From an optimization exercise on the open Yosys and OpenROAD flow, aimed at small area, a short achievable clock period and few clock cycles per item; shortcuts taken in it are not production practice. Only simulation tests tie the RTL to the original design; equivalence was not proved. Power and IR drop assume default switching activity.

==> flow/design.v (excerpt) <==
module cm_estimator (
    input  wire               clk,
    input  wire               rst,
    input  wire               in_valid,
    output wire               in_ready,
    input  wire signed [26:0] in_data,
    input  wire               in_mapped,
    input  wire [1:0]         in_policy,
    output reg                out_valid,
    output reg                out_found,
    output reg                out_bad_policy,
    output reg  signed [26:0] out_value
);
    localparam integer N = 65;                  
    localparam signed [26:0] THRESH = 27'sd12800;   
    reg [27*N-1:0] rx;       
    reg [N-1:0]    ro;       
    reg [6:0]      clr;      
    wire [26:0] hx   = rx[27*(N-1) +: 27];      
    wire        hocc = ro[N-1] & (clr == 7'd0);
    reg  in_ready_r, busy_r;
    assign in_ready = in_ready_r;
    wire accept = in_valid & ~busy_r;
    reg [5:0] t;             
    reg [1:0] lpol;          
    reg       okreg;         
    reg       lcomplete;     
    reg       acc_r, map_r, t0_r, pil_r, gq, plt_r;
    wire [26:0] x_r = rx[26:0];
    reg        [6:0]  n;
    reg signed [33:0] S;
    reg        [58:0] Qs, Qc;
    reg        [3:0]  Pn;
    reg signed [30:0] PS;
    reg        [6:0]  ocnt;
    reg        [6:0]  ecnt;      
    reg        [3:0]  sc;        
    reg        [1:0]  epol;
    reg        [6:0]  m;
    reg        [3:0]  bone, btwo, bneg;   
    reg               tload;
    reg signed [33:0] T;
    reg        [63:0] D;
    reg        [2:0]  hbit;      
  ...
Settings: LEC_CHECK=0, CAP_MARGIN=30, CORE_MARGIN=2, CORE_UTILIZATION=45, CTS_CLUSTER_DIAMETER=60, CTS_CLUSTER_SIZE=25, SLEW_MARGIN=40; clock period 20.0 ns.
standard.sh (not shown) runs the stock make flow with config.mk's settings and CLKGATE_MAP_FILE= SYNTH_SCRIPT=/design/flow/synth_recipe.tcl, a recipe that flattens the netlist after the stock synthesis.
==> flow/flow/run.sh <==
#!/bin/bash
# Own layout flow: the standard ORFS flow (standard.sh, unchanged
# synthesis, floorplan, power grid, placement, CTS and routing), except that
# the buffers ORFS puts on the input and output ports are buf_4 cells instead
# of the default choice (a slow delay buffer). All of the flow's output goes to
# flow_standard.log in this folder; ORFS's own per-step logs stay under orfs/logs.
set -euo pipefail
export BUFFER_PORTS_ARGS="-buffer_cell sky130_fd_sc_hd__buf_4"
bash standard.sh > flow_standard.log 2>&1
Testbench counts at the start, summed over its fixed seeds: cycles 21,971, groups 320.
Edit:
--- a/flow/config.mk
+++ b/flow/config.mk
@@ -9,5 +9,5 @@
 export CORE_MARGIN = 2
 export CORE_UTILIZATION = 45
-export CTS_CLUSTER_DIAMETER = 60
-export CTS_CLUSTER_SIZE = 25
-export SLEW_MARGIN = 40
+export CTS_CLUSTER_DIAMETER = 65
+export CTS_CLUSTER_SIZE = 30
+export SLEW_MARGIN = 50
Outcome: The changed run finished with timing, DRC and antenna clean; non-clock buffer count came out higher by 3; sequential share of layout area is about the same; synthesized cell count is unchanged; utilization stays flat; routed wire length hardly moves.
Edit:
--- a/flow/config.mk
+++ b/flow/config.mk
@@ -6,8 +6,8 @@
 export NUM_CORES = 4
 export LEC_CHECK = 0
-export CAP_MARGIN = 30
+export CAP_MARGIN = 50
 export CORE_MARGIN = 2
 export CORE_UTILIZATION = 45
-export CTS_CLUSTER_DIAMETER = 65
-export CTS_CLUSTER_SIZE = 30
-export SLEW_MARGIN = 50
+export CTS_CLUSTER_DIAMETER = 60
+export CTS_CLUSTER_SIZE = 25
+export SLEW_MARGIN = 70
=> Via count stays flat. Count of clock-buffer cells in the layout is higher by 18. Sequential power barely changes. Synthesized cell count is unchanged. Sequential cell count stays the same. Setup slack got worse by 0.023 ns. Die area stays the same. Power is higher by 1.5%. Cell area is higher by 1.2%.
Edit:
--- a/flow/config.mk
+++ b/flow/config.mk
@@ -9,5 +9,5 @@
 export CORE_MARGIN = 2
 export CORE_UTILIZATION = 45
-export CTS_CLUSTER_DIAMETER = 60
-export CTS_CLUSTER_SIZE = 25
+export CTS_CLUSTER_DIAMETER = 65
+export CTS_CLUSTER_SIZE = 30
 export SLEW_MARGIN = 70
Outcome: Wire length hardly moves; sequential power barely changes; global-route usage barely changes; first-iteration DRC count is higher slightly; sequential cell count does not change; clock skew is lower by 0.012 ns; hold slack is better by 0.029 ns; final area hardly moves; final cell count stays flat.

==> port drivers added, routing unchanged <==
How much do the figures lean on ideal ports? The routed layouts below were timed once more, with nothing changed but the port constraints. Step 1: set_driving_cell puts a clkbuf_16 on clk and a buf_2 on each other input, an assumption about the parent block. Step 2 adds t to the input delays and takes it off the output delays; t is the mean of the earliest and latest rising clock arrival at the registers after step 1. Input paths then give back, and output paths get back, about the clock's delay inside the block. a / b / c = no drivers / after step 1 / after step 2; a / b = the first two.
run	t, ns	setup WS [ns]	worst hold slack (ns)
the first run	0.951	14.514 / 14.427 / 13.731	0.276 / 0.276 / 0.276
the second run	0.942	14.517 / 14.462 / 13.955	0.302 / 0.302 / 0.302
the third run	0.947	14.494 / 14.405 / 14.314	0.259 / 0.259 / 0.259
the fourth run	0.943	14.498 / 14.411 / 14.294	0.288 / 0.288 / 0.288
After both steps every run listed still meets setup and hold. The setup slack of the first run, which loses most, moves by -0.087 ns with the drivers and by -0.783 ns with both steps.
